Source: an optimization exercise on an open RTL-to-GDS flow (aim: small area, a short achievable clock period and few clock cycles). Production flows keep margins and buffers that such runs may drop.
In this exercise RTL edits were held to simulation tests only and were not proved equivalent to the original.
Power figures rest on the tool's default switching activity, not on a simulated workload.

==> flow/design.v <==
module sicxe_core (
    input  wire        clk,
    input  wire        rst,           
    input  wire        start,         
    input  wire [23:0] entry,         
    input  wire [23:0] prog_len,      
    input  wire [23:0] step_limit,    
    output wire        busy,
    output reg  [2:0]  stop_code,
    output reg  [3:0]  err_kind,
    output reg         mem_req,
    output reg         mem_we,
    output reg         mem_byte,
    output reg  [15:0] mem_addr,
    output wire [23:0] mem_wdata,
    input  wire        mem_gnt,
    input  wire [31:0] mem_rdata,
    output wire        dev_req,
    output wire [1:0]  dev_op,
    output wire [7:0]  dev_id,
    output wire [7:0]  dev_wdata,
    input  wire        dev_gnt,
    input  wire        dev_flag,
    input  wire [7:0]  dev_rdata,
    input  wire [3:0]  dbg_sel,
    output wire [23:0] dbg_rdata
);
    localparam [2:0] STOP_NONE = 3'd0, STOP_NORMAL = 3'd1, STOP_ERROR = 3'd2,
                     STOP_CEILING = 3'd3, STOP_NOT_READY = 3'd4;
    localparam [3:0] E_PC_BOUNDS = 4'd1, E_FETCH_SHORT = 4'd2,
                     E_INDIRECT_BOUNDS = 4'd3, E_UNKNOWN_OPCODE = 4'd4,
                     E_IMMEDIATE_NOT_ALLOWED = 4'd5, E_MEM_BOUNDS = 4'd6,
                     E_DIV_ZERO = 4'd7, E_PC_RANGE = 4'd8;
    localparam [1:0] DEV_TEST = 2'd0, DEV_READ = 2'd1, DEV_WRITE = 2'd2;
    localparam [7:0] OP_LDA = 8'h00, OP_LDX = 8'h04, OP_LDL = 8'h08, OP_STA = 8'h0C,
                     OP_STX = 8'h10, OP_STL = 8'h14, OP_ADD = 8'h18, OP_SUB = 8'h1C,
                     OP_MUL = 8'h20, OP_DIV = 8'h24, OP_COMP = 8'h28, OP_TIX = 8'h2C,
                     OP_JEQ = 8'h30, OP_JGT = 8'h34, OP_JLT = 8'h38, OP_J = 8'h3C,
                     OP_JSUB = 8'h48, OP_RSUB = 8'h4C, OP_LDCH = 8'h50, OP_STCH = 8'h54,
                     OP_LDB = 8'h68, OP_LDS = 8'h6C, OP_LDT = 8'h74, OP_STB = 8'h78,
                     OP_STS = 8'h7C, OP_STT = 8'h84, OP_ADDR = 8'h90, OP_SUBR = 8'h94,
                     OP_MULR = 8'h98, OP_DIVR = 8'h9C, OP_COMPR = 8'hA0, OP_RMO = 8'hAC,
                     OP_CLEAR = 8'hB4, OP_TIXR = 8'hB8, OP_RD = 8'hD8, OP_WD = 8'hDC,
                     OP_TD = 8'hE0;
    localparam [2:0] S_IDLE = 3'd0, S_RUN = 3'd1, S_W = 3'd2, S_IND = 3'd3,
                     S_E2 = 3'd4, S_MD = 3'd5, S_DEV = 3'd6;
    localparam [1:0] PC_SEQ = 2'd0, PC_TA = 2'd1, PC_L = 2'd2, PC_PTR = 2'd3;
    localparam [2:0] W_ALU = 3'd0, W_P1 = 3'd1, W_ZERO = 3'd2, W_XINC = 3'd3,
                     W_PCN = 3'd4, W_OPND = 3'd5, W_BYTE = 3'd6, W_MD = 3'd7;
    localparam integer MK = 4;        
    reg [2:0]  state;
    reg        ready;
    reg        ret_flag;
    reg [23:0] rem;       
    reg [23:0] rA, rX, rL, rB, rS, rT, r6, r7, pc, sw;
    reg [31:0] w0, w1, w2;
    reg [1:0]  nw;        
    reg        fif;       
    reg [23:0] qpc;       
    wire [13:0] fwa = qpc[15:2] + {12'd0, nw} + {13'd0, fif};
    reg        e_valid;
    reg [7:0]  e_b0, e_b1;
    reg [23:0] ta_q;      
    reg        e_inr;     
    reg        e_fs;      
    reg [23:0] mR;        
    reg [24:0] mD;        
    reg [23:0] mQ;        
    reg        md_div, md_neg, md_prep, md_fin;
    reg [3:0]  md_cnt;
    assign busy = (state != S_IDLE);
    function [23:0] rdreg(input [3:0] k);
        case (k)
            4'd0: rdreg = rA;
            4'd1: rdreg = rX;
            4'd2: rdreg = rL;
            4'd3: rdreg = rB;
            4'd4: rdreg = rS;
            4'd5: rdreg = rT;
            4'd6: rdreg = r6;
            4'd7: rdreg = r7;
            4'd8: rdreg = pc;
            4'd9: rdreg = sw;
            default: rdreg = 24'd0;
        endcase
    endfunction
    function [4:0] bitlen(input [23:0] v);
        integer k;
        begin
            bitlen = 5'd0;
            for (k = 0; k < 24; k = k + 1)
                if (v[k]) bitlen = k + 1;
        end
    endfunction
    function fmt2_op(input [7:0] o);
        fmt2_op = (o == OP_ADDR) || (o == OP_SUBR) || (o == OP_MULR) ||
                  (o == OP_DIVR) || (o == OP_COMPR) || (o == OP_RMO) ||
                  (o == OP_CLEAR) || (o == OP_TIXR);
    endfunction
    function [26:0] ks26(input [25:0] a, input [25:0] b, input cin);
        reg [25:0] p, gg, pp;
        integer i, d;
        begin
            p  = a ^ b;
            gg = a & b;
            pp = p;
            gg[0] = gg[0] | (p[0] & cin);
            for (d = 1; d < 26; d = d * 2)
                for (i = 25; i >= d; i = i - 1) begin
                    gg[i] = gg[i] | (pp[i] & gg[i - d]);
                    pp[i] = pp[i] & pp[i - d];
                end
            ks26[0] = p[0] ^ cin;
            for (i = 1; i < 26; i = i + 1)
                ks26[i] = p[i] ^ gg[i - 1];
            ks26[26] = gg[25];
        end
    endfunction
    assign dbg_rdata = rdreg(dbg_sel);
    wire [1:0]  off = qpc[1:0];
    wire [31:0] t0 = (fif && nw == 2'd0) ? mem_rdata : w0;
    wire [31:0] t1 = (fif && nw == 2'd1) ? mem_rdata : w1;
    wire [31:0] t2 = (fif && nw == 2'd2) ? mem_rdata : w2;
    wire [2:0]  nwt = {1'b0, nw} + {2'b0, fif};
    reg  [31:0] head;
    always @* begin
        case (off)
            2'd0: head = t0;
            2'd1: head = {t0[23:0], t1[31:24]};
            2'd2: head = {t0[15:0], t1[31:16]};
            default: head = {t0[7:0], t1[31:8]};
        endcase
    end
    wire [7:0]  d_b0 = head[31:24];
    wire [7:0]  d_b1 = head[23:16];
    wire [7:0]  d_op = {d_b0[7:2], 2'b00};
    wire        d_fmt2 = fmt2_op(d_op);
    wire        d_n = d_b0[1];
    wire        d_i = d_b0[0];
    wire        d_x = d_b1[7];
    wire        d_b = d_b1[6];
    wire        d_p = d_b1[5];
    wire        d_e = d_b1[4];
    wire [2:0]  d_len = d_fmt2 ? 3'd2 : (d_e ? 3'd4 : 3'd3);
    wire        d_imm = d_i & ~d_n;
    wire [11:0] d_disp = head[19:8];
    wire        d_sext = (d_b | d_p | (~d_n & ~d_i)) & d_disp[11];
    wire [23:0] d_field = d_e ? {4'd0, head[19:0]} : {{12{d_sext}}, d_disp};
    wire        d_pcrel = d_p & ~d_b;
    wire        d_brel  = d_b & ~d_p;
    wire [23:0] qpc3    = qpc + 24'd3;
    wire [23:0] qpc4    = qpc + 24'd4;
    wire [23:0] d_base  = d_pcrel ? (d_e ? qpc4 : qpc3) : (d_brel ? rB : 24'd0);
    wire [23:0] d_xv    = d_x ? rX : 24'd0;
    wire [23:0] ta_s    = d_base ^ d_field ^ d_xv;
    wire [23:0] ta_c    = (d_base & d_field) | (d_base & d_xv) | (d_field & d_xv);
    wire [26:0] ta_sum  = ks26({2'b0, ta_s}, {2'b0, ta_c[22:0], 1'b0}, 1'b0);
    wire [23:0] ta_calc = ta_sum[23:0];
    wire [2:0]  avail1 = 3'd4 - {1'b0, off};        
    wire        d_have = (nwt >= 3'd2) ||
                         ((nwt == 3'd1) && (avail1 >= 3'd2) && (avail1 >= d_len));
    wire [2:0]  d_offl = {1'b0, off} + d_len;      
    wire [23:0] qpc_n  = qpc + {21'd0, d_len};
    wire        d_inr  = (qpc < prog_len);
    wire        d_fs   = (&qpc[15:2]) && (d_offl > 3'd4);
    wire        d_usex = ~d_fmt2 & ~d_imm & d_x;
    wire        d_useb = ~d_fmt2 & ~d_imm & d_brel;
    wire [7:0]  op = {e_b0[7:2], 2'b00};
    wire        is_fmt2 = fmt2_op(op);
    wire        f_n = e_b0[1];
    wire        f_i = e_b0[0];
    wire [3:0]  r1 = e_b1[7:4];
    wire [3:0]  r2 = e_b1[3:0];
    wire        is_imm = f_i & ~f_n;
    wire        is_ind = f_n & ~f_i;
    wire is_load   = (op == OP_LDA) || (op == OP_LDX) || (op == OP_LDL) ||
                     (op == OP_LDB) || (op == OP_LDS) || (op == OP_LDT);
    wire is_store3 = (op == OP_STA) || (op == OP_STX) || (op == OP_STL) ||
                     (op == OP_STB) || (op == OP_STS) || (op == OP_STT);
    wire is_stch   = (op == OP_STCH);
    wire is_store  = is_store3 || is_stch;
    wire is_ldch   = (op == OP_LDCH);
    wire is_add    = (op == OP_ADD);
    wire is_sub    = (op == OP_SUB);
    wire is_mul    = (op == OP_MUL);
    wire is_div    = (op == OP_DIV);
    wire is_comp   = (op == OP_COMP);
    wire is_tix    = (op == OP_TIX);
    wire is_tixr   = (op == OP_TIXR);
    wire is_arith  = is_add || is_sub || is_mul || is_div || is_comp || is_tix;
    wire is_dev    = (op == OP_TD) || (op == OP_RD) || (op == OP_WD);
    wire is_byteop = is_ldch || is_dev;
    wire is_jsub   = (op == OP_JSUB);
    wire is_rsub   = (op == OP_RSUB);
    wire is_jump   = (op == OP_J) || (op == OP_JEQ) || (op == OP_JLT) ||
                     (op == OP_JGT) || is_jsub;
    wire is_oper   = is_load || is_arith || is_byteop;
    wire is_known  = is_oper || is_store || is_jump || is_rsub;
    wire taken = (op == OP_J) || is_jsub ||
                 (op == OP_JEQ && sw == 24'd0) ||
                 (op == OP_JLT && sw == 24'd1) ||
                 (op == OP_JGT && sw == 24'd2);
    reg [3:0] ls_reg;
    always @* begin
        case (op)
            OP_LDX, OP_STX: ls_reg = 4'd1;
            OP_LDL, OP_STL: ls_reg = 4'd2;
            OP_LDB, OP_STB: ls_reg = 4'd3;
            OP_LDS, OP_STS: ls_reg = 4'd4;
            OP_LDT, OP_STT: ls_reg = 4'd5;
            default:        ls_reg = 4'd0;
        endcase
    end
    wire f2_wr2 = (op == OP_ADDR) || (op == OP_SUBR) || (op == OP_MULR) ||
                  (op == OP_DIVR) || (op == OP_RMO);
    wire e_wx = (op == OP_LDX) || is_tix || is_tixr || (f2_wr2 && r2 == 4'd1) ||
                ((op == OP_CLEAR) && r1 == 4'd1);
    wire e_wb = (op == OP_LDB) || (f2_wr2 && r2 == 4'd3) ||
                ((op == OP_CLEAR) && r1 == 4'd3);
    wire hz   = e_valid && ((e_wx && d_usex) || (e_wb && d_useb));
    wire        at_ceiling = (rem == 24'd0);
    wire        pc_oob     = (pc[23:16] != 8'd0);
    wire [3:0]  sel1 = is_fmt2 ? r1 : ls_reg;    
    wire [3:0]  sel2 = is_fmt2 ? r2 : 4'd0;      
    wire [23:0] p1 = rdreg(sel1);
    wire [23:0] p2 = rdreg(sel2);
    wire        in_w   = (state == S_W);
    wire [23:0] opnd   = in_w ? mem_rdata[31:8] : ta_q;
    wire [7:0]  opnd8  = in_w ? mem_rdata[31:24] : ta_q[7:0];
    wire        tix_any = is_tix || is_tixr;
    wire [23:0] x_inc = rX + 24'd1;
    wire        alu_sub = is_sub || is_comp || tix_any || (op == OP_SUBR) || (op == OP_COMPR);
    wire [23:0] alu_a = tix_any ? x_inc : p2;
    wire [23:0] alu_b = is_fmt2 ? p1 : opnd;
    wire [26:0] as_sum = ks26({2'b0, alu_a}, {2'b0, alu_sub ? ~alu_b : alu_b}, alu_sub);
    wire [23:0] addsub = as_sum[23:0];
    wire        c_eq = (addsub == 24'd0);
    wire        c_lt = (alu_a[23] ^ alu_b[23]) ? alu_a[23] : addsub[23];
    wire        tixr_x = is_tixr && (r1 == 4'd1);
    reg  [23:0] cc_res;
    always @* begin
        if (c_eq || tixr_x)                 cc_res = 24'd0;
        else if (c_lt ^ (op == OP_COMPR))   cc_res = 24'd1;
        else                                cc_res = 24'd2;
    end
    wire [23:0] abs_a = alu_a[23] ? (24'd0 - alu_a) : alu_a;
    wire [23:0] abs_b = alu_b[23] ? (24'd0 - alu_b) : alu_b;
    wire [4:0]  la = bitlen(mR);
    wire [4:0]  lb = bitlen(mD[23:0]);
    wire        dv_zero = (la < lb);
    wire [4:0]  dv_s  = la - lb;
    wire [4:0]  dv_sp = dv_s | 5'd1;
    wire [24:0] dv_dsh = mD << dv_sp;
    wire [26:0] dv_t1 = ks26({2'b0, mR}, ~{1'b0, mD}, 1'b1);
    wire        dv_q1 = dv_t1[26];
    wire [23:0] dv_r1 = dv_q1 ? dv_t1[23:0] : mR;
    wire [26:0] dv_t2 = ks26({2'b0, dv_r1}, ~{2'b0, mD[24:1]}, 1'b1);
    wire        dv_q2 = dv_t2[26];
    wire [23:0] dv_r2 = dv_q2 ? dv_t2[23:0] : dv_r1;
    wire [23:0] dv_qn = {mQ[21:0], dv_q1, dv_q2};
    wire [23:0] dv_res = md_neg ? (24'd0 - mQ) : mQ;
    wire [23:0] mu_acc = mR + (mQ[0] ? mD[23:0] : 24'd0) +
                         (mQ[1] ? {mD[22:0], 1'b0} : 24'd0) +
                         (mQ[2] ? {mD[21:0], 2'b0} : 24'd0) +
                         (mQ[3] ? {mD[20:0], 3'b0} : 24'd0);
    wire        mu_last = ((mQ >> MK) == 24'd0);
    wire        dv_last = (md_cnt == 4'd1) && !md_neg;
    wire        md_done = md_div ? (md_prep ? dv_zero : (md_fin || dv_last)) : mu_last;
    wire [23:0] md_res  = md_div ? (md_prep ? 24'd0 : (md_fin ? dv_res : dv_qn)) : mu_acc;
    reg  [2:0]  w_src;
    wire [7:0]  byte_in = is_ldch ? opnd8 : (dev_flag ? dev_rdata : 8'd0);
    reg  [23:0] w_d;
    always @* begin
        case (w_src)
            W_ALU:  w_d = addsub;
            W_P1:   w_d = p1;
            W_ZERO: w_d = 24'd0;
            W_XINC: w_d = x_inc;
            W_PCN:  w_d = qpc;               
            W_OPND: w_d = opnd;
            W_BYTE: w_d = {rA[23:8], byte_in};
            default: w_d = md_res;
        endcase
    end
    reg         s_dev;
    wire [23:0] s_d = s_dev ? {23'd0, dev_flag} : cc_res;
    wire        ta_in1 = (ta_q[23:16] == 8'd0);
    wire        ta_in3 = ta_in1 && (ta_q[15:1] != 15'h7FFF);
    wire [11:0] qblk = qpc[15:4];
    wire [11:0] tblk = ta_q[15:4];
    wire        st_hit = (tblk == qblk) || (tblk == qblk + 12'd1) || (tblk == qblk - 12'd1);
    reg [2:0]  nx_state;
    reg        a_commit;          
    reg [1:0]  a_pcsrc;
    reg        a_flush;           
    reg        a_stop;
    reg [2:0]  a_code;
    reg [3:0]  a_kind;
    reg        a_unready;
    reg        w_en;
    reg [3:0]  w_sel;
    reg        s_en;
    reg        md_go, md_isdiv;
    reg        ta_we, opb_we;
    reg        e_port;            
    reg        e_fetch;           
    reg        e_rl;              
    reg        e_we, e_byte;
    reg        d_req;
    always @* begin
        nx_state  = state;
        a_commit  = 1'b0;
        a_pcsrc   = PC_SEQ;
        a_flush   = 1'b0;
        a_stop    = 1'b0;
        a_code    = STOP_ERROR;
        a_kind    = 4'd0;
        a_unready = 1'b0;
        w_en      = 1'b0;
        w_sel     = 4'd0;
        w_src     = W_ALU;
        s_en      = 1'b0;
        s_dev     = 1'b0;
        md_go     = 1'b0;
        md_isdiv  = 1'b0;
        ta_we     = 1'b0;
        opb_we    = 1'b0;
        e_port    = 1'b0;
        e_fetch   = 1'b0;
        e_rl      = 1'b0;
        e_we      = 1'b0;
        e_byte    = 1'b0;
        d_req     = 1'b0;
        case (state)
            S_IDLE: if (start) nx_state = S_RUN;
            S_RUN: begin
                if (!ready) begin
                    a_stop = 1'b1; a_code = STOP_NOT_READY;
                end else if (!e_valid) begin
                end else if (at_ceiling) begin
                    a_stop = 1'b1; a_code = STOP_CEILING;
                end else if (!e_inr) begin
                    a_stop = 1'b1; a_unready = 1'b1;
                    if (ret_flag) a_code = STOP_NORMAL;
                    else a_kind = E_PC_RANGE;
                end else if (pc_oob) begin
                    a_stop = 1'b1; a_unready = 1'b1; a_kind = E_PC_BOUNDS;
                end else if (e_fs) begin
                    a_stop = 1'b1; a_unready = 1'b1; a_kind = E_FETCH_SHORT;
                end else if (is_fmt2) begin
                    case (op)
                        OP_ADDR, OP_SUBR: begin
                            w_en = 1'b1; w_sel = r2; w_src = W_ALU;
                            a_commit = 1'b1;
                        end
                        OP_RMO: begin
                            w_en = 1'b1; w_sel = r2; w_src = W_P1;
                            a_commit = 1'b1;
                        end
                        OP_CLEAR: begin
                            w_en = 1'b1; w_sel = r1; w_src = W_ZERO;
                            a_commit = 1'b1;
                        end
                        OP_COMPR: begin
                            s_en = 1'b1;
                            a_commit = 1'b1;
                        end
                        OP_TIXR: begin
                            w_en = 1'b1; w_sel = 4'd1; w_src = W_XINC; s_en = 1'b1;
                            a_commit = 1'b1;
                        end
                        OP_MULR: begin md_go = 1'b1; nx_state = S_MD; end
                        default: begin    
                            if (p1 == 24'd0) begin
                                a_stop = 1'b1; a_unready = 1'b1; a_kind = E_DIV_ZERO;
                            end else begin
                                md_go = 1'b1; md_isdiv = 1'b1; nx_state = S_MD;
                            end
                        end
                    endcase
                end else if (is_ind && !ta_in3) begin
                    a_stop = 1'b1; a_unready = 1'b1; a_kind = E_INDIRECT_BOUNDS;
                end else if (!is_known) begin
                    a_stop = 1'b1; a_unready = 1'b1; a_kind = E_UNKNOWN_OPCODE;
                end else if (is_rsub) begin
                    a_commit = 1'b1; a_pcsrc = PC_L; a_flush = 1'b1;
                    e_port = 1'b1; e_fetch = 1'b1; e_rl = 1'b1;
                end else if (is_jump) begin
                    if (is_imm) begin
                        a_stop = 1'b1; a_unready = 1'b1; a_kind = E_IMMEDIATE_NOT_ALLOWED;
                    end else if (!taken) begin
                        a_commit = 1'b1;
                    end else if (is_ind) begin
                        e_port = 1'b1;
                        if (mem_gnt) nx_state = S_IND;
                    end else begin
                        if (is_jsub) begin w_en = 1'b1; w_sel = 4'd2; w_src = W_PCN; end
                        a_commit = 1'b1; a_pcsrc = PC_TA; a_flush = 1'b1;
                        e_port = 1'b1; e_fetch = 1'b1;
                    end
                end else if (is_ind) begin
                    e_port = 1'b1;
                    if (mem_gnt) nx_state = S_IND;
                end else if (is_imm) begin
                    if (is_store) begin
                        a_stop = 1'b1; a_unready = 1'b1; a_kind = E_IMMEDIATE_NOT_ALLOWED;
                    end else if (is_load) begin
                        w_en = 1'b1; w_sel = ls_reg; w_src = W_OPND;
                        a_commit = 1'b1;
                    end else if (is_ldch) begin
                        w_en = 1'b1; w_sel = 4'd0; w_src = W_BYTE;
                        a_commit = 1'b1;
                    end else if (is_add || is_sub) begin
                        w_en = 1'b1; w_sel = 4'd0; w_src = W_ALU;
                        a_commit = 1'b1;
                    end else if (is_comp) begin
                        s_en = 1'b1;
                        a_commit = 1'b1;
                    end else if (is_tix) begin
                        w_en = 1'b1; w_sel = 4'd1; w_src = W_XINC; s_en = 1'b1;
                        a_commit = 1'b1;
                    end else if (is_mul) begin
                        md_go = 1'b1; nx_state = S_MD;
                    end else if (is_div) begin
                        if (ta_q == 24'd0) begin
                            a_stop = 1'b1; a_unready = 1'b1; a_kind = E_DIV_ZERO;
                        end else begin
                            md_go = 1'b1; md_isdiv = 1'b1; nx_state = S_MD;
                        end
                    end else begin
                        d_req = 1'b1;
                        if (dev_gnt) begin
                            a_commit = 1'b1;
                            if (op == OP_TD) begin
                                s_en = 1'b1; s_dev = 1'b1;
                            end else if (op == OP_RD) begin
                                w_en = 1'b1; w_sel = 4'd0; w_src = W_BYTE;
                            end
                        end
                    end
                end else if (is_store) begin
                    if (is_store3 ? !ta_in3 : !ta_in1) begin
                        a_stop = 1'b1; a_unready = 1'b1; a_kind = E_MEM_BOUNDS;
                    end else begin
                        e_port = 1'b1; e_we = 1'b1; e_byte = is_stch;
                        if (mem_gnt) begin
                            a_commit = 1'b1;
                            a_flush  = st_hit;
                        end
                    end
                end else begin
                    if (is_byteop ? !ta_in1 : !ta_in3) begin
                        a_stop = 1'b1; a_unready = 1'b1; a_kind = E_MEM_BOUNDS;
                    end else begin
                        e_port = 1'b1; e_byte = is_byteop;
                        if (mem_gnt) nx_state = S_W;
                    end
                end
            end
            S_E2: begin
                if (is_store) begin
                    if (is_store3 ? !ta_in3 : !ta_in1) begin
                        a_stop = 1'b1; a_unready = 1'b1; a_kind = E_MEM_BOUNDS;
                    end else begin
                        e_port = 1'b1; e_we = 1'b1; e_byte = is_stch;
                        if (mem_gnt) begin
                            a_commit = 1'b1;
                            a_flush  = st_hit;
                        end
                    end
                end else begin
                    if (is_byteop ? !ta_in1 : !ta_in3) begin
                        a_stop = 1'b1; a_unready = 1'b1; a_kind = E_MEM_BOUNDS;
                    end else begin
                        e_port = 1'b1; e_byte = is_byteop;
                        if (mem_gnt) nx_state = S_W;
                    end
                end
            end
            S_IND: begin
                if (is_jump) begin
                    if (is_jsub) begin w_en = 1'b1; w_sel = 4'd2; w_src = W_PCN; end
                    a_commit = 1'b1; a_pcsrc = PC_PTR; a_flush = 1'b1;
                end else begin
                    ta_we = 1'b1; nx_state = S_E2;
                end
            end
            S_W: begin
                if (is_load) begin
                    w_en = 1'b1; w_sel = ls_reg; w_src = W_OPND;
                    a_commit = 1'b1;
                end else if (is_ldch) begin
                    w_en = 1'b1; w_sel = 4'd0; w_src = W_BYTE;
                    a_commit = 1'b1;
                end else if (is_add || is_sub) begin
                    w_en = 1'b1; w_sel = 4'd0; w_src = W_ALU;
                    a_commit = 1'b1;
                end else if (is_comp) begin
                    s_en = 1'b1;
                    a_commit = 1'b1;
                end else if (is_tix) begin
                    w_en = 1'b1; w_sel = 4'd1; w_src = W_XINC; s_en = 1'b1;
                    a_commit = 1'b1;
                end else if (is_mul) begin
                    md_go = 1'b1; nx_state = S_MD;
                end else if (is_div) begin
                    if (opnd == 24'd0) begin
                        a_stop = 1'b1; a_unready = 1'b1; a_kind = E_DIV_ZERO;
                    end else begin
                        md_go = 1'b1; md_isdiv = 1'b1; nx_state = S_MD;
                    end
                end else begin
                    opb_we = 1'b1; nx_state = S_DEV;
                end
            end
            S_DEV: begin
                d_req = 1'b1;
                if (dev_gnt) begin
                    a_commit = 1'b1;
                    if (op == OP_TD) begin
                        s_en = 1'b1; s_dev = 1'b1;
                    end else if (op == OP_RD) begin
                        w_en = 1'b1; w_sel = 4'd0; w_src = W_BYTE;
                    end
                end
            end
            S_MD: begin
                if (md_done) begin
                    w_en = 1'b1; w_sel = is_fmt2 ? r2 : 4'd0; w_src = W_MD;
                    a_commit = 1'b1;
                end
            end
            default: ;
        endcase
        if (a_commit) nx_state = S_RUN;
        if (a_stop)   nx_state = S_IDLE;
    end
    wire e_free    = !e_valid || (a_commit && !a_flush);
    wire e_load    = (state != S_IDLE) && e_free && !a_stop;
    wire issue     = e_load && d_have && !hz;
    wire       q_room  = fif ? (nw <= 2'd1) : (nw <= 2'd2);
    wire       refill  = (state != S_IDLE) && (state != S_IND) && !e_port && q_room;
    always @* begin
        mem_req  = e_port | refill;
        mem_we   = e_we;
        mem_byte = e_byte;
        if (!e_port)      mem_addr = {fwa, 2'b00};
        else if (e_rl)    mem_addr = {rL[15:2], 2'b00};
        else if (e_fetch) mem_addr = {ta_q[15:2], 2'b00};
        else              mem_addr = ta_q[15:0];
    end
    assign mem_wdata = p1;
    assign dev_req   = d_req;
    assign dev_op    = (op == OP_TD) ? DEV_TEST : (op == OP_RD) ? DEV_READ : DEV_WRITE;
    assign dev_id    = (state == S_DEV) ? mR[7:0] : ta_q[7:0];
    assign dev_wdata = rA[7:0];
    wire        pop = issue && d_offl[2];
    wire [31:0] w0n = pop ? t1 : t0;
    wire [31:0] w1n = pop ? t2 : t1;
    wire [31:0] w2n = t2;
    wire [23:0] wr_d = rst ? 24'd0 : w_d;
    wire        wr_a = rst || w_en;
    always @(posedge clk) begin
        if (wr_a && (rst || w_sel == 4'd0)) rA <= wr_d;
        if (wr_a && (rst || w_sel == 4'd1)) rX <= wr_d;
        if (wr_a && (rst || w_sel == 4'd2)) rL <= wr_d;
        if (wr_a && (rst || w_sel == 4'd3)) rB <= wr_d;
        if (wr_a && (rst || w_sel == 4'd4)) rS <= wr_d;
        if (wr_a && (rst || w_sel == 4'd5)) rT <= wr_d;
        if (wr_a && (rst || w_sel == 4'd6)) r6 <= wr_d;
        if (wr_a && (rst || w_sel == 4'd7)) r7 <= wr_d;
        if (rst || s_en || (w_en && w_sel == 4'd9))
            sw <= (s_en && !rst) ? s_d : wr_d;
    end
    always @(posedge clk) begin
        if (rst) begin
            state     <= S_IDLE;
            ready     <= 1'b1;
            ret_flag  <= 1'b0;
            rem       <= 24'd0;
            stop_code <= STOP_NONE;
            err_kind  <= 4'd0;
            pc        <= entry;
            nw        <= 2'd0;
            fif       <= 1'b0;
            e_valid   <= 1'b0;
        end else begin
            state <= nx_state;
            if (ta_we)  ta_q <= mem_rdata[31:8];
            if (a_stop) begin
                stop_code <= a_code;
                if (a_code == STOP_ERROR) err_kind <= a_kind;
                if (a_unready) ready <= 1'b0;
            end
            if (a_commit) begin
                rem      <= rem - 24'd1;
                ret_flag <= is_rsub;
                case (a_pcsrc)
                    PC_SEQ:  pc <= qpc;
                    PC_TA:   pc <= ta_q;
                    PC_L:    pc <= rL;
                    default: pc <= mem_rdata[31:8];
                endcase
            end
            if (state == S_IDLE || a_stop || (a_commit && !issue))
                e_valid <= 1'b0;
            else if (issue)
                e_valid <= 1'b1;
            if (e_load) begin
                e_b0    <= d_b0;
                e_b1    <= d_b1;
                ta_q    <= d_imm ? d_field : ta_calc;
                e_inr   <= d_inr;
                e_fs    <= d_fs;
                pc      <= qpc;
            end
            if (state == S_IDLE) begin
                nw  <= 2'd0;
                fif <= 1'b0;
                qpc <= pc;
                if (start) rem <= step_limit;
            end else if (a_flush) begin
                nw <= 2'd0;
                case (a_pcsrc)
                    PC_TA:   qpc <= ta_q;
                    PC_L:    qpc <= rL;
                    PC_PTR:  qpc <= mem_rdata[31:8];
                    default: ;
                endcase
                fif <= e_fetch && mem_gnt;
            end else begin
                w0 <= w0n;
                w1 <= w1n;
                w2 <= w2n;
                nw <= nwt[1:0] - {1'b0, pop};
                fif <= refill && mem_gnt;
                if (issue) qpc <= qpc_n;
            end
            if (opb_we) mR <= {16'd0, mem_rdata[31:24]};
            if (md_go) begin
                md_div  <= md_isdiv;
                md_neg  <= alu_a[23] ^ alu_b[23];
                md_prep <= md_isdiv;
                md_fin  <= 1'b0;
                if (md_isdiv) begin
                    mR <= abs_a;
                    mD <= {1'b0, abs_b};
                end else begin
                    mR <= 24'd0;
                    mQ <= alu_b;
                    mD <= {1'b0, alu_a};
                end
            end else if (state == S_MD) begin
                if (md_div) begin
                    if (md_prep) begin
                        md_prep <= 1'b0;
                        mD      <= dv_dsh;
                        mQ      <= 24'd0;
                        md_cnt  <= dv_s[4:1] + 4'd1;
                    end else begin
                        mR     <= dv_r2;
                        mD     <= mD >> 2;
                        mQ     <= dv_qn;
                        md_cnt <= md_cnt - 4'd1;
                        md_fin <= (md_cnt == 4'd1);
                    end
                end else begin
                    mR <= mu_acc;
                    mD <= mD << MK;
                    mQ <= mQ >> MK;
                end
            end
        end
    end
endmodule
==> flow/flow/run.sh <==
#!/bin/bash
# The standard layout (standard.sh: ORFS synthesis, floorplan, placement,
# CTS, routing, finish), with two knobs changed:
#  - repair_timing aims for 7.5 ns of setup slack instead of 0, so the
#    resizer upsizes and buffers the critical paths further;
#  - port buffers are buf_4 instead of the resizer's default choice.
# The clock period and constraints are the standard flow's own.
set -euo pipefail
bash standard.sh SETUP_SLACK_MARGIN=7.5 "BUFFER_PORTS_ARGS=-buffer_cell sky130_fd_sc_hd__buf_4" finish \
    > flow_standard.log 2>&1
==> flow/standard.sh <==
#!/bin/bash
# synth_recipe.tcl (not shown) runs the flow's synth.tcl, then flattens the netlist and writes it again
# the make line also repeats each setting of config.mk as NAME=value (left out here)
make -C /OpenROAD-flow-scripts/flow DESIGN_CONFIG=/design/flow/config.mk WORK_HOME=/design/flow/orfs CLKGATE_MAP_FILE= SYNTH_SCRIPT=/design/flow/synth_recipe.tcl "${@:-finish}"
==> flow/config.mk <==
export PLATFORM = sky130hd
export DESIGN_NAME = sicxe_core
export DESIGN_NICKNAME = sicxe_core
export VERILOG_FILES = /design/flow/design.v
export SDC_FILE = /design/flow/constraint.sdc
export NUM_CORES = 4
export LEC_CHECK = 0
export CAP_MARGIN = 20
export CORE_MARGIN = 2
export CORE_UTILIZATION = 50
export PLACE_DENSITY = 0.66
export SLEW_MARGIN = 20
export TNS_END_PERCENT = 5
==> flow/constraint.sdc <==
create_clock -name core_clock -period 15.0 [get_ports {clk}]
set_input_delay 3.0000 -clock core_clock [delete_from_list [all_inputs] [get_ports {clk}]]
set_output_delay 3.0000 -clock core_clock [all_outputs]
set_load 0.01 [all_outputs]
==> results.cfg, run 1 <==
[critical_path]
r2r-end = rT[11]
reg2reg_slack_ns = 7.26
crit_fanout = 24
rr_startpoint = mD[4]
critPathCaptureType = output port
critPathKind = input port to output port
cp-start-kind = input port
cp.required_ns = 12.00
crit_arrival_ns = 4.87
reg2reg_depth = 28

[cts]
worstSkewPairLatency_ns = 0.73
htreeDepth = 2
cts_tree = done
cts.sink_count = 523
cts_buffers = 61
clk_pin_slew_ns = 0.07
cts_root_buf = clkbuf_16
cts_buffer_depth = 3

[die]
core-area_um2 = 98420
initial_utilization = 0.5053
io_pins = 216
fp-row-count = 115
die_area_um2 = 102000
fp.dieW_um = 319.4
die_h_um = 319.4

[placed_design]
place_area_um2 = 53180
place.gp.congestion = 1.087
dp.cells = 7051
dpl_worst_slack_ns = 5.475
numPortBuffers = 215
hpwl_mm = 195.7

[synthesis]
async_reset_ff_frac = 0
yosysUniqueCellTypes = 117
syn_area_um2 = 49730
synth-seq-cells = 523
synthCells = 5750
postSynthAreaPerCell_um2 = 8.649
ys_seq_area_frac = 0.3078
synth_nets = 6136
ys_warn_count = 1
synth_edf_count = 483
synth_ff_type = edfxtp_1

[power_and_ir_drop]
total_power_mw = 15.08
power_density_nw_per_um2 = 265.1
peakVddDrop_v = 0.0001861
power_leakage_nw = 21.77

[route]
first_iter_violations = 9689
ant_nets = 0
vias = 53628
first_pass_iters = 17
drc_errors = 0
routedWlPerCell_um = 37.14
wl_mm = 269.0
via_per_inst = 7.404

[global_route]
grt-ovfl-total = 0
grt_max_degree = 83
grt_pass1_vias = 49520
grt_usage = 0.5121
antenna_found_initial = 18
grt_pass1_wl_mm = 374.0

[cells_and_area]
layout.cells.non_filler = 7243
layout_common_cells = nor2_1 (520), nand2_1 (502), edfxtp_1 (483)
postLayoutCoreUtil = 0.5779
drive_gt1_frac = 0.1673
fillerInstances = 9056
final_nets = 6280
area_delta_synth_final_pct = 14.38
layout_commonest_cell = nor2_1
final_area_um2 = 56880

[timing]
setup_ws_ns = 7.133
final_hold_viol_count = 0
max_slew.worst_pin.slew_ns = 1.363
drv_slew = 0
relSlewSlack = 0.08448
period_needed_ns = 7.867
finalSetupViolCount = 0
timing.final.crit_share = 0.5245
skew_ns = 0.04018
tns_ns = 0
fmax_mhz = 127.1
hold_ws_ns = 0.4988
grt_setup_unrepaired = yes

[outcome]
outcome = finished clean

[min_path]
hold_class = flip-flop to flip-flop
hold_path_depth = 2
min_delay_worst_endpoint = rem[12]
min_from = rem[12]

[job]
cap_viol_max_count = 0
[sequential cells by signal, summed over array words and instances (netlist names), 8 cells and up]
name	count
e_b0	8
e_b1	8
mD	25
mQ	24
mR	24
pc	24
qpc	24
r6	24
r7	24
rA	24
rB	24
rL	24
rS	24
rT	24
rX	24
rem	24
sw	24
ta_q	24
w0	32
w1	32
w2	32
[what timing repair did]
| item | CTS | global route |
|---|---|---|
| resized for setup | 116 | 92 |
| hold buffers | 0 | 0 |
| buffers inserted | 22 | 32 |
| endpoints found under the setup margin | 511 | 291 |
| pin swaps | 27 | 15 |
| cloned | 6 | 3 |
[final cells by class]
| type | instances | area (µm²) | area share |
|---|---|---|---|
| well taps | 1287 | 1610 | 0.02831 |
| flip-flops and latches | 523 | 15300 | 0.2691 |
| diodes | 9 | 22.52 | 0.0003960 |
| inverters | 211 | 820.8 | 0.01443 |
| multi-input cells | 4601 | 32950 | 0.5792 |
| repair buffers | 495 | 4005 | 0.07041 |
| clock buffers | 73 | 1667 | 0.02930 |
| repair inverters | 1 | 5.005 | 0.00008799 |
| clock inverters | 43 | 499.2 | 0.008777 |
[how the worst max path moves through the flow]
stage	endpoint	from	slack [ns]
6_report	dbg_rdata[1]	dbg_sel[1]	7.13
5_1_grt	dbg_rdata[2]	dbg_sel[3]	7.15
4_1_cts	dbg_rdata[0]	dbg_sel[3]	7.26
3_5_place_dp	ta_q[23]	mem_rdata[4]	5.47
3_3_place_gp	ta_q[23]	mem_rdata[4]	5.62
2_1_floorplan	ta_q[22]	mem_rdata[5]	6.85
[critical path, stage by stage]
cell      delay [ns]
buf_4           0.13
nand2b_4        0.21
nor3_2          0.05
buf_4           0.29
a22o_1          0.29
a221oi_1        0.26
nand4_1         0.35
buf_4           0.27
[logic make-up after synthesis]
kind of cell | synth area share
muxes | 0.07183
AOI/OAI and AO/OA | 0.2528
xor gates and xnor gates | 0.05528
DFF | 0.3078
buffers and inverters | 0.05138
and+or+nand+nor | 0.1798
adders and majority gates | 0.08117
[Yosys cell counts, types with 95 or more instances]
cell type	instances	area [µm²]
a21oi_1	424	2122
a22oi_1	177	1329
and2_1	115	719.4
clkbuf_1	295	1107
edfxtp_1	483	14500
fa_1	95	1902
ha_1	169	2115
inv_1	205	769.5
mux2_2	125	1408
mux2i_1	183	1832
nand2_1	508	1907
nand3_1	142	710.7
nor2_1	533	2001
nor3_1	141	705.7
o21ai_0	305	1526
xnor2_1	206	1804
xor2_1	106	928.4
[power by group]
part | leakage, nW | internal, mW | switching, mW | total [mW]
combinational | 15.7 | 3.58 | 6.33 | 9.91
clock | 1.03 | 0.924 | 0.731 | 1.66
sequential | 5.01 | 2.49 | 1.03 | 3.51
total | 21.8 | 7.00 | 8.08 | 15.1
[metal layers]
metal  share of wire  routed length (µm)  global-route usage  vias up
li1                -                   -                   -    22004
met2            0.40              108600              0.7303     4759
met1            0.34               92700              0.6116    25576
met4            0.11               29610              0.4283       10
met5         0.00059                 158                   0        -
met3            0.14               38000              0.1894     1279
Testbench counts, summed over its fixed seeds: cycles 77,886.
==> inputs of run 2 (changes only) <==
==> flow/flow/run.sh (replaced) <==
#!/bin/bash
# The standard layout (standard.sh: ORFS synthesis, floorplan, placement,
# CTS, routing, finish), with two knobs changed:
#  - repair_timing aims for 8 ns of setup slack instead of 0, so the
#    resizer upsizes and buffers the critical paths further;
#  - port buffers are buf_4 instead of the resizer's default choice.
# The clock period and constraints are the standard flow's own.
set -euo pipefail
bash standard.sh SETUP_SLACK_MARGIN=8 "BUFFER_PORTS_ARGS=-buffer_cell sky130_fd_sc_hd__buf_4" finish \
    > flow_standard.log 2>&1
--- a/flow/config.mk
+++ b/flow/config.mk
@@ -8,6 +8,4 @@
 export CAP_MARGIN = 20
 export CORE_MARGIN = 2
-export CORE_UTILIZATION = 50
-export PLACE_DENSITY = 0.66
+export CORE_UTILIZATION = 40
 export SLEW_MARGIN = 20
-export TNS_END_PERCENT = 5
==> run 2 against run 1 <==
Effect of this change:
- still clean
- critical path depth unchanged
- core utilization decreased by 8.2 points
- routed wire length increased by 4.4%
- count of clock-buffer cells in the layout increased by 9
- worst setup slack improved by 0.25 ns
- hold slack improved by 0.0025 ns
- critical path type unchanged
- largest cell class unchanged
- largest power group unchanged
==> results.cfg, run 2 <==
[outcome]
outcome = finished clean

[synthesis]
yosysTopAreaCell = edfxtp_1
ys_seq_area_frac = 0.3078
ys_warn_count = 1
yosysUniqueCellTypes = 117
synth-seq-cells = 523
syn_area_um2 = 49730
yosys-top-cells-area = edfxtp_1 (29%), a21oi_1 (4.3%), ha_1 (4.3%)
synthCells = 5750
yosysTopAreaCellShare = 0.2917
synth_edf_count = 483
synth.most_common_cell = nor2_1
synth_ff_type = edfxtp_1
synth_common_cells = nor2_1 (533), nand2_1 (508), edfxtp_1 (483)
async_reset_ff_frac = 0
postSynthAreaPerCell_um2 = 8.649
synth_nets = 6136

[critical_path]
cp_cell_sequence = buf_12 > nand2b_4 > nor2_4 > buf_12 > a22o_4 > a221oi_4 > nand4_1 > buf_4
cp_num_buf_inv = 3
reg2reg_depth = 26
crit_slowest_cell = nand4_1
path_common_cell = buf_12
rr_startpoint = e_b0[7]
cp.required_ns = 12.00
cp-start-kind = input port
critPathTopFamily = simple AND/OR/NAND/NOR gates
reg2reg_slack_ns = 7.69
crit_arrival_ns = 4.62
crit_fanout = 6
r2r-end = sw[1]
critPathKind = input port to output port
cpPeakStageDelay_ns = 0.36
critPathCaptureType = output port

[cts]
cts_root_buf = clkbuf_16
worstSkewPairLatency_ns = 0.67
hold_buffers = 0
cts_buffer_depth = 3
htreeDepth = 3
clk_pin_slew_ns = 0.06
cts_tree = done
cts_buffers = 66
cts.sink_count = 523

[job]
cap_viol_max_count = 0

[global_route]
grt_util_met3 = 0.1175
busiest_layer = met2
grt_pass1_wl_mm = 381.0
grt_util_met1 = 0.5327
antenna_found_initial = 21
grt_max_degree = 65
grt_pass1_vias = 49720
grt_usage = 0.4203
grt-ovfl-total = 0
grt_use_met2 = 0.6143

[cells_and_area]
layout.cells.non_filler = 7808
register_area_um2 = 15300
final_nets = 6494
multi_input_area_um2 = 34140
top_regs = w0 (32), w1 (32), w2 (32)
fillerInstances = 11750
area_delta_synth_final_pct = 23.09
drive_gt1_frac = 0.2233
layout_common_cells = buf_4 (582), nor2_1 (506), nand2_1 (488)
final_area_um2 = 61210
layout_commonest_cell = buf_4

[die]
die_h_um = 356.6
core-area_um2 = 123500
die_area_um2 = 127200
fp-row-count = 129
initial_utilization = 0.4027
io_pins = 216
fp.dieW_um = 356.6

[timing]
period_needed_ns = 7.616
drv_slew = 0
fmax_mhz = 131.3
setup_ws_ns = 7.384
relSlewSlack = 0.1371
grt_setup_unrepaired = yes
skew_ns = 0.04454
final_hold_viol_count = 0
finalSetupViolCount = 0
hold_ws_ns = 0.5014
max_slew.worst_pin.slew_ns = 1.258
timing.final.crit_share = 0.5077
tns_ns = 0

[route]
ant_nets = 0
routedWlPerCell_um = 35.98
drc_errors = 0
wl_mm = 281.0
first_iter_violations = 8793
first_pass_iters = 10
vias = 53903
via_per_inst = 6.904

[placed_design]
place.gp.congestion = 1.060
dpl_worst_slack_ns = 5.874
place_area_um2 = 53780
dp.cells = 7399
hpwl_mm = 201.5
numPortBuffers = 215

[power_and_ir_drop]
power_leakage_nw = 23.56
power_density_nw_per_um2 = 266.1
peakVddDrop_v = 0.0001513

[min_path]
min_delay_worst_endpoint = rem[12]
hold_path_depth = 2
hold_class = flip-flop to flip-flop
min_from = rem[12]
==> run 2: cell counts after synthesis <==
No cell type changed its count.
==> run 2: cell type report <==
class	count	share of cell area
Clock inverter	39	0.008238
Sequential cell	523	0.2500
Multi-Input combinational cell	4605	0.5577
Timing Repair inverter	2	0.0002044
Antenna cell	10	0.0004088
Timing Repair Buffer	699	0.1073
Inverter	211	0.01367
Tap cell	1637	0.03346
Clock buffer	82	0.02898
==> run 2: per-layer routing <==
metal  wire (µm)  vias up  share of wire
li1            -    22453              -
met4       24660       14          0.088
met5         131        -        0.00047
met3       36140     1082           0.13
met1      104200    26154           0.37
met2      115800     4200           0.41
==> run 2: worst max path at each step <==
stage	start	end	slack [ns]	cells past startpoint
floorplan	mem_rdata[5]	ta_q[22]	7.32	25
global placement	mem_rdata[12]	ta_q[22]	5.91	25
detailed placement	mem_rdata[12]	ta_q[22]	5.87	25
CTS	dbg_sel[1]	dbg_rdata[0]	7.52	8
global route	mem_rdata[23]	ta_q[22]	7.40	23
finish	dbg_sel[1]	dbg_rdata[0]	7.38	8
==> run 2: per-stage QoR <==
stage / utilization / power, mW
2_1_floorplan: - / 8.717
3_3_place_gp: 0.4355 / 12.54
3_5_place_dp: 0.4355 / 12.54
4_1_cts: 0.4766 / 15.07
5_1_grt: 0.4956 / 16.75
6_report: 0.4957 / 16.29
==> run 2: cells by family after synthesis <==
family          Yosys count  synth area share
mux                     324           0.07183
buf+inv                 629           0.05138
fa+ha+maj               266           0.08117
compound gates         1827            0.2528
simple gates           1868            0.1798
flops                   523            0.3078
xor+xnor                313           0.05528
==> run 2: repair_timing <==
item | in CTS | in global routing
gates cloned | 20 | 13
pin swaps | 92 | 105
gates resized for setup | 289 | 253
hold endpoints to repair | 0 | 0
buffers inserted | 126 | 117
endpoints found under the setup margin | 701 | 645
==> run 2: report_power, final <==
group / switching, mW / internal [mW] / leakage [nW]
Sequential: 1.00 / 2.49 / 5.01
Clock: 0.717 / 1.02 / 1.11
Combinational: 6.83 / 4.23 / 17.4
==> run 2: worst min-delay path: stages, from the launching register on <==
cell      delay (ns)
dfxtp_1         0.31
nand2_1         0.06
a311oi_1        0.09
==> inputs of run 3 (changes only) <==
==> flow/flow/run.sh (replaced) <==
#!/bin/bash
# The standard layout (standard.sh: ORFS synthesis, floorplan, placement,
# CTS, routing, finish), with two knobs changed:
#  - repair_timing aims for 7.5 ns of setup slack instead of 0, so the
#    resizer upsizes and buffers the critical paths further;
#  - port buffers are buf_1 (repair upsizes the ones on critical paths) instead of the resizer's default choice.
# The clock period and constraints are the standard flow's own.
set -euo pipefail
bash standard.sh SETUP_SLACK_MARGIN=7.5 "BUFFER_PORTS_ARGS=-buffer_cell sky130_fd_sc_hd__buf_1" finish \
    > flow_standard.log 2>&1
--- a/flow/config.mk
+++ b/flow/config.mk
@@ -10,2 +10,3 @@
 export CORE_UTILIZATION = 40
 export SLEW_MARGIN = 20
+export TNS_END_PERCENT = 5
==> run 3 against run 2 <==
Effect of this change:
- sequential share of layout area increased by 2.0 points
- core utilization decreased by 3.7 points
- critical path depth rose by 11
- clock skew is 0.00078 ns higher
- still clean
- power decreased by 7.2%
- die area unchanged
- critical path type is now flip-flop to flip-flop
- hold slack worse by 0.011 ns
- critical endpoint is now pc[1]
- highest routed layer unchanged
==> results.cfg, run 3 <==
[timing]
grt_setup_unrepaired = yes
fmax_mhz = 125.0
period_needed_ns = 7.999
skew_ns = 0.04533
finalSetupViolCount = 0
timing.final.crit_share = 0.5333
final_hold_viol_count = 0
drv_slew = 0
tns_ns = 0
relSlewSlack = 0.1528
max_slew.worst_pin.slew_ns = 1.262

[die]
core-area_um2 = 123500
io_pins = 216
initial_utilization = 0.4027
fp.dieW_um = 356.6
fp-row-count = 129
die_area_um2 = 127200
die_h_um = 356.6

[critical_path]
critPathKind = flip-flop to flip-flop
cp.required_ns = 15.40
cp_cell_sequence = buf_8 > nand2b_4 > a2bb2o_1 > o211a_2 > o22ai_4 > buf_12 > mux4_2 > a221oi_2 > nand2_1 > nor4_1 > nand4_1 > nor4_4 > o21ai_2 > nand3b_4 > buf_4 > o21ai_2 > buf_4 > a2bb2oi_1 > o21ai_1
crit_slowest_cell = nor4_1
rr_startpoint = e_b0[6]
cpPeakStageDelay_ns = 0.78
crit_start = e_b0[6]
reg2reg_slack_ns = 7.00
critPathCaptureType = flip-flop
cp-start-kind = flip-flop
crit_fanout = 67
reg2reg_depth = 19
crit_arrival_ns = 8.40
r2r-end = pc[1]

[cells_and_area]
drive_gt1_frac = 0.1365
top_regs = w0 (32), w1 (32), w2 (32)
fillerInstances = 12220
final_area_um2 = 56630
layout_common_cells = nor2_1 (518), nand2_1 (503), edfxtp_1 (483)
final_nets = 6314
multi_input_area_um2 = 32920
register_area_um2 = 15300
area_delta_synth_final_pct = 13.88
layout_commonest_cell = nor2_1

[placed_design]
place.gp.congestion = 1.067
hpwl_mm = 200.5
place_area_um2 = 52880
numPortBuffers = 215

[synthesis]
synthCells = 5750
synth-seq-cells = 523
synth_nets = 6136
postSynthAreaPerCell_um2 = 8.649
synth_edf_count = 483
ys_seq_area_frac = 0.3078
yosysTopAreaCell = edfxtp_1
yosysTopAreaCellShare = 0.2917
yosysUniqueCellTypes = 117
synth_ff_type = edfxtp_1
syn_area_um2 = 49730
synth_common_cells = nor2_1 (533), nand2_1 (508), edfxtp_1 (483)
ys_warn_count = 1
synth.most_common_cell = nor2_1
async_reset_ff_frac = 0
yosys-top-cells-area = edfxtp_1 (29%), a21oi_1 (4.3%), ha_1 (4.3%)

[cts]
worstSkewPairLatency_ns = 0.71
cts_buffers = 67
cts_root_buf = clkbuf_16
hold_buffers = 0
cts_tree = done
cts.sink_count = 523
htreeDepth = 3
cts_buffer_depth = 3
clk_pin_slew_ns = 0.06

[global_route]
grt_pass1_vias = 49282
grt_usage = 0.4194
grt_pass1_wl_mm = 379.4
grt_max_degree = 104
grt-ovfl-total = 0
antenna_found_initial = 25

[route]
first_iter_violations = 9031
ant_nets = 0
routedWlPerCell_um = 35.96
first_pass_iters = 10
via_per_inst = 6.917
drc_errors = 0
wl_mm = 274.3
vias = 52763

[min_path]
min_delay_worst_endpoint = rem[12]
hold_path_depth = 2
min_from = rem[12]
hold_class = flip-flop to flip-flop

[job]
cap_viol_max_count = 0

[power_and_ir_drop]
power_density_nw_per_um2 = 267.0
peakVddDrop_v = 0.0001363
power_leakage_nw = 21.12
total_power_mw = 15.12

[outcome]
outcome = finished clean
run 3: cell types whose count changed in the layout (fill, tap and decap cells not counted), sizes merged, moves of 4 or more:
| cell | change |
|---|---|
| clkinv | +12 |
| clkinvlp | -7 |
| clkbuf | -13 |
| diode | +4 |
| buf | -163 |
| bufbuf | -8 |
| bufinv | -9 |
| inv | +6 |
run 3: cells by family after synthesis:
kind of cell / synth area share
buffers and inverters: 0.05138
adders and majority gates: 0.08117
muxes: 0.07183
AOI/OAI and AO/OA: 0.2528
xor gates and xnor gates: 0.05528
DFF: 0.3078
and+or+nand+nor: 0.1798
run 3: layer usage:
metal  part of all wire  vias to the layer above  global-route usage
met5            0.00026                        -                   0
met4              0.087                       10              0.3106
met3               0.12                      942              0.1201
met2               0.41                     4079              0.6034
met1               0.38                    25659              0.5331
li1                   -                    22073                   -
run 3: worst max-delay path by stage:
stage                          endpoint  slack [ns]  cells after the start
final                             pc[1]        7.00                     19
after global routing           ta_q[23]        7.15                     27
after CTS                 dbg_rdata[10]        7.19                      8
after detailed placement       ta_q[23]        5.37                     27
after global placement         ta_q[23]        5.45                     26
after floorplan                ta_q[22]        6.85                     25
run 3: power by group:
part	internal [mW]	switching (mW)	leakage, nW
sequential	2.49	1.03	5.01
clock	0.851	0.731	1.00
combinational	3.58	6.44	15.1
total	6.92	8.20	21.1
run 3: repair_timing:
| action | in CTS | in global routing |
|---|---|---|
| cloned | 9 | 2 |
| pin swaps | 45 | 16 |
| endpoints found under the setup margin | 436 | 281 |
| resized for setup | 150 | 73 |
| setup buffers | 44 | 24 |
run 3: through the flow:
step	cells	utilization	worst slack, ns	hold WS [ns]
6_report	7628	0.4587	7.001	0.4908
5_1_grt	7615	0.4584	7.151	0.5217
4_1_cts	7584	0.4536	7.187	0.4897
3_5_place_dp	7413	0.4283	5.373	0.4798
3_3_place_gp	7412	0.4281	5.451	0.4778
2_1_floorplan	5750	-	6.850	0.4583
run 3: layout make-up:
class                   count  area share
diodes                     14   0.0006186
clock buffers              76     0.03038
clock inverters            42    0.005568
inverters                 211     0.01421
multi-input cells        4603      0.5814
flip-flops and latches    523      0.2702
well taps                1637     0.03617
repair buffers            521     0.06135
repair inverters            1  0.00008837
run 3: critical path: cells and delay by family, from the launching register on:
family	cells	cell delay [ns]
compound gates	8	2.59
buf+inv	4	1.38
flops	1	0.40
mux	1	0.53
simple gates	6	2.71

re-timing with driven ports:
How much do the figures lean on ideal ports? The routed layouts below were timed once more, with nothing changed but the port constraints.
Step 1 sets driving cells, clkbuf_16 on the clock port and buf_2 on the other inputs (assumed; they add their load-dependent delay and slew).
Step 2 adds t to the input delays and takes it off the output delays; t is the mean of the earliest and latest rising clock arrival at the registers after step 1. Input paths then give back, and output paths get back, about the clock's delay inside the block.
Slacks: no drivers / after step 1 / after step 2; pairs: no drivers / after step 1.
run | t, ns | setup WS [ns] | worst setup path at the end
run 1 | 0.793 | 7.133 / 7.097 / 6.631 | input to register
run 2 | 0.730 | 7.384 / 7.320 / 6.808 | input to register
run 3 | 0.770 | 7.001 / 7.001 / 6.568 | input to register
After both steps setup and hold are still met in every run listed. For run 2, which loses most, drivers alone change the setup slack by -0.064 ns; drivers and shift together by -0.576 ns.
